Background: an optimization exercise with open tools, aiming at small area and few clock cycles. Do not read the settings as production practice. Function was checked by simulation only, so behaviour that the tests miss may differ from the original. The clock port is modelled as an ideal driver; clocking choices that lean on that would not hold on a real chip. Power is estimated from default activity; no workload was simulated.

==> flow/design.v (excerpt) <==
module ax5031_rtc (
    input  wire        clk,
    input  wire        rst,
    input  wire        cmd_valid,
    output wire        cmd_ready,
    input  wire [39:0] cmd_word,
    output wire        resp_valid,
    input  wire        resp_ready,
    output wire [3:0]  resp_code,
    output reg         resp_sv,
    output wire [7:0]  resp_status,
    output reg  [31:0] resp_data,
    output wire        cs_req,
    output wire        cs_high,
    input  wire        cs_ack,
    input  wire        cs_err,
    output wire        x_req,
    output wire [7:0]  x_tx,
    input  wire        x_ack,
    input  wire        x_err,
    input  wire [7:0]  x_rx
);
Size: roughly 110 I/O pins, ~4700 sq um of cells after synthesis.
==> flow/config.mk <==
export PLATFORM = sky130hd
export DESIGN_NAME = ax5031_rtc
export DESIGN_NICKNAME = ax5031_rtc
export VERILOG_FILES = /design/flow/design.v
export SDC_FILE = /design/flow/constraint.sdc
export NUM_CORES = 4
export LEC_CHECK = 0
export CAP_MARGIN = 20
export CORE_MARGIN = 2
export CORE_UTILIZATION = 60
export PLACE_DENSITY = 0.75
export SLEW_MARGIN = 20
==> flow/constraint.sdc <==
create_clock -name core_clock -period 10.0 [get_ports {clk}]
set_input_delay 2.0000 -clock core_clock [delete_from_list [all_inputs] [get_ports {clk}]]
set_output_delay 2.0000 -clock core_clock [all_outputs]
set_load 0.01 [all_outputs]
standard.sh (not shown) runs the stock make flow with config.mk's settings and CLKGATE_MAP_FILE= SYNTH_SCRIPT=/design/flow/synth_recipe.tcl, a recipe that flattens the netlist after the stock synthesis.
==> flow/flow/run.sh <==
#!/bin/bash
# Layout flow: the standard ORFS flow, with two changes that leave the
# design and its registers as the standard synthesis makes them:
#  1. after the standard synthesis, the combinational logic between the
#     registers is mapped again with an area-oriented ABC script
#     (remap.abc and remap_nf.abc: ABC's deepsyn, then two mappers, each
#     run with a few random seeds; the smallest result is kept);
#     flip-flops (names, cell types), tie cells and ports are kept as they are;
#  2. the port buffers are the smallest buffer cell (buf_1);
#  3. the clock tree is built by pre_cts.tcl (run as ORFS's PRE_CTS_TCL
#     hook): four clock buffers, each at the centroid of a quarter of the
#     flip-flops (clkbuf_8, or clkbuf_16 where the estimated clock-pin slew
#     is high); TritonCTS then finds the clock already buffered and adds
#     nothing.  The rest of the CTS step (timing repair) runs as usual.
# Each tool writes its full output to a log file in this folder.
set -euo pipefail
HERE=$PWD
RES=$HERE/orfs/results/${FLOW_PLATFORM:-sky130hd}/ax5031_rtc/base
LIB=$FLOW_HOME/platforms/sky130hd/lib/sky130_fd_sc_hd__tt_025C_1v80.lib
YOSYS=$(command -v yosys || echo "$FLOW_HOME/../tools/install/yosys/bin/yosys")
export BUFFER_PORTS_ARGS="-buffer_cell sky130_fd_sc_hd__buf_1"
export PRE_CTS_TCL="$HERE/flow/pre_cts.tcl"
export CTS_ARGS="-dont_use_dummy_load -clk_nets clk"

# 1. standard synthesis
bash standard.sh "$RES/1_2_yosys.v" > standard_synth.log 2>&1

# 2. re-map the combinational logic
cp "$RES/1_2_yosys.v" "$HERE/1_2_yosys_standard.v"
KEEP=$(grep -o 'sky130_fd_sc_hd__[a-z0-9_]*' "$HERE/1_2_yosys_standard.v" | sort -u | grep -E '__(e?df|sdf|sedf|dl|conb)' | tr '\n' ' ')
RUNS="1 2 3 4 5 6 7 8"
for S in $RUNS; do
  if (( S <= 4 )); then SRC=remap.abc; SEED=$S; else SRC=remap_nf.abc; SEED=$((S - 4)); fi
  sed "s/@SEED@/$SEED/" "$HERE/flow/$SRC" > "remap_$S.abc"
  cat > "remap_$S.ys" <<EOS
read_liberty -ignore_miss_func $LIB
blackbox $KEEP
read_verilog $HERE/1_2_yosys_standard.v
hierarchy -top $FLOW_TOP
flatten
opt_clean -purge
abc -script $HERE/remap_$S.abc -liberty $LIB -dont_use sky130_fd_sc_hd__lpflow_* -dont_use sky130_fd_sc_hd__probe_p_8 -dont_use sky130_fd_sc_hd__probec_p_8
splitnets
opt_clean -purge
hilomap -singleton -hicell sky130_fd_sc_hd__conb_1 HI -locell sky130_fd_sc_hd__conb_1 LO
insbuf -buf sky130_fd_sc_hd__buf_4 A X
opt_clean -purge
read_liberty -lib -ignore_miss_func $LIB
hierarchy -check -top $FLOW_TOP
check -assert
tee -o $HERE/remap_$S.area stat -liberty $LIB
write_verilog -noattr $HERE/1_2_yosys_remap_$S.v
EOS
  "$YOSYS" -s "remap_$S.ys" > "remap_$S.log" 2>&1 &
done
wait || true
BEST=""; BESTA=""
for S in $RUNS; do
  A=$(grep -o "Chip area for module .*: [0-9.]*" "remap_$S.area" 2>/dev/null | awk '{print $NF}')
  [[ -n "$A" && -f "1_2_yosys_remap_$S.v" ]] || continue
  echo "seed $S: $A" >> remap_summary.log
  if [[ -z "$BESTA" ]] || awk "BEGIN{exit !($A < $BESTA)}"; then BEST=$S; BESTA=$A; fi
done
echo "kept seed $BEST ($BESTA)" >> remap_summary.log
[[ -n "$BEST" ]]
cp "1_2_yosys_remap_$BEST.v" "$RES/1_2_yosys.v"

# 3. the rest of the standard flow
bash standard.sh > standard.log 2>&1
Other scripts of this flow, unchanged in this note and not shown: flow/flow/pre_cts.tcl, flow/flow/remap.abc, flow/flow/remap_nf.abc
The first run completed without violations.
Testbench counts at the start, summed over its fixed seeds: cycles 89,736.
Edit:
--- a/flow/design.v
+++ b/flow/design.v
@@ -49,13 +49,13 @@
     reg  [2:0]  ph;
     reg  [2:0]  code;
     reg  [6:0]  a_q;       
     reg         wr_q;      
     reg  [7:0]  d_q;       
     reg         rem13;     
-    reg  [5:0]  k;         
+    reg  [4:0]  k;         
     assign resp_code   = {1'b0, code};
     wire a_2x    = (a_q[6:2] == 5'b01000);
     wire a_3x    = (a_q[6:2] == 5'b01100) & (a_q[1:0] != 2'd0);
     wire f_quant = ~resp_sv & wr_q & (a_2x | a_3x);
     wire f_multi = ~resp_sv & (a_2x | (wr_q & a_3x));
     wire f_mod   = ~resp_sv & ~wr_q & (a_q == 7'h10);
@@ -101,18 +101,19 @@
     wire       v_bit = resp_data[31] ^ (|resp_data[30:13]);
     wire [13:0] rem  = {rem13, resp_data[12:0]};
     wire [13:0] rem0 = {1'b0, o[31:19]} + {13'd0, &o[18:0]};    
     reg        c_bit;
     always @(*) begin
         c_bit = 1'b0;
-        if (k >= 6'd42 && k <= 6'd55) c_bit = BIAS_LO[6'd55 - k];
+        if (k >= 5'd10 && k <= 5'd22) c_bit = BIAS_LO[5'd23 - k];
+        if (k == 5'd23 && a_q[1:0] == 2'd3) c_bit = BIAS_LO[0];
     end
     wire        q_bit;
     wire [13:0] q_rem;
     ax5031_quant u_quant (.rem(rem), .bin(v_bit | c_bit), .qbit(q_bit), .rem_n(q_rem));
-    wire       q_ready = k[5] & (k[4:3] >= a_q[1:0]);
+    wire       q_ready = (k == {a_q[1:0], 3'b000});
     assign cmd_ready  = (ph == P_IDLE) | ((ph == P_RESP) & resp_ready);
     assign resp_valid = (ph == P_RESP);
     assign cs_req    = ph[2];
     assign cs_high   = ph[0];
     assign x_req     = ~ph[2] & ph[1] & (~ph[0] | ~f_quant | q_ready);
     assign x_tx      = ph[0] ? d_q : {wr_q, a_q};
@@ -122,13 +123,13 @@
     always @(posedge clk) begin
         if (rst) begin
             ph <= P_IDLE;
         end else begin
             if (step) begin
                 {rem13, resp_data[12:0]} <= q_rem;
-                k         <= k + 6'd1;
+                k         <= k + 5'd1;
                 d_q       <= {d_q[6:0], q_bit};
                 resp_data[31:13] <= {resp_data[30:13], 1'b0};
             end
             case (ph)
                 P_IDLE, P_RESP: if (cmd_valid && cmd_ready) begin
                     ph          <= go ? P_CSL : P_RESP;
@@ -136,13 +137,13 @@
                     resp_sv     <= go & (op_exec | op_txb);
                     resp_data   <= (op_sfrq | op_rate) ? {~o[18:0], rem0[12:0]} : 32'd0;
                     rem13       <= rem0[13];
                     a_q         <= c_addr;
                     wr_q        <= c_wr;
                     d_q         <= c_data;
-                    k           <= {5'b01011, ~op_exec};
+                    k           <= {4'b1011, ~op_exec};
                 end else if (resp_ready)
                     ph <= P_IDLE;
                 P_CSL: if (cs_ack)
                     ph <= cs_err ? P_REST : P_XH;
                 P_XH: if (x_ack) begin
                     if (resp_sv)
@@ -159,20 +160,20 @@
                         a_q[1:0] <= a_q[1:0] + 2'd1;
                     if (f_ar && !wr_q) begin
                         if (x_rx[4]) begin
                             if (&(resp_data[11:0] | ~12'd2999)) begin   
                                 a_q[0]    <= 1'b0;
                                 code      <= R_AR_TIMEOUT;
-                                resp_data <= 32'd0;
+                                resp_data[11:0] <= 12'd0;    
                             end else
                                 resp_data[11:0] <= resp_data[11:0] + 12'd1;
                         end else begin
                             a_q[0] <= 1'b0;
                             if (x_rx[5]) begin
                                 code      <= R_AR_ERROR;
-                                resp_data <= 32'd0;
+                                resp_data[11:0] <= 12'd0;
                             end
                         end
                     end
                 end
                 P_CSH: if (cs_ack) begin
                     if (!cs_err && ((f_multi && a_q[1:0] != 2'd0) || (f_ar && a_q[0]))) begin
What happened: Sequential share of layout area decreases by 0.78 points; power decreases by 1.3%; global-route usage decreases by 0.53 points; die area hardly moves; combinational power decreases by about 6%; first-iteration DRC count decreases by 4.7%; wire length decreases by 1.0%; final area increases by 0.56%; maximum frequency stays flat; worst setup slack loses 0.013 ns.
Testbench counts after the change, summed over its fixed seeds: cycles 89,736.

afterwards: timing with drivers on the ports:
No port has a modelled driver above. Below, the same layouts with a new extraction and two added sets of constraints.
Step 1 sets driving cells, clkbuf_16 on the clock port and buf_2 on the other inputs (assumed; they add their load-dependent delay and slew).
Step 2 times the ports against the registers' clock, not the clock port: input delays grow and output delays shrink by t, the midpoint of the rising clock arrivals with the driver on.
Three values: no drivers, after step 1, after step 2; two values: the first two.
| run | shift t [ns] | slack for setup (ns) | worst setup path after step 2 | pins driven straight from the clock port |
|---|---|---|---|---|
| the first run | 0.228 | 4.932 / 4.988 / 4.760 | input to register | 4 |
| the second run | 0.223 | 4.919 / 4.984 / 4.761 | input to register | 4 |
After both steps setup and hold are still met in every run listed. The setup slack of the first run, which loses most, moves by +0.056 ns with the drivers and by -0.172 ns with both steps.
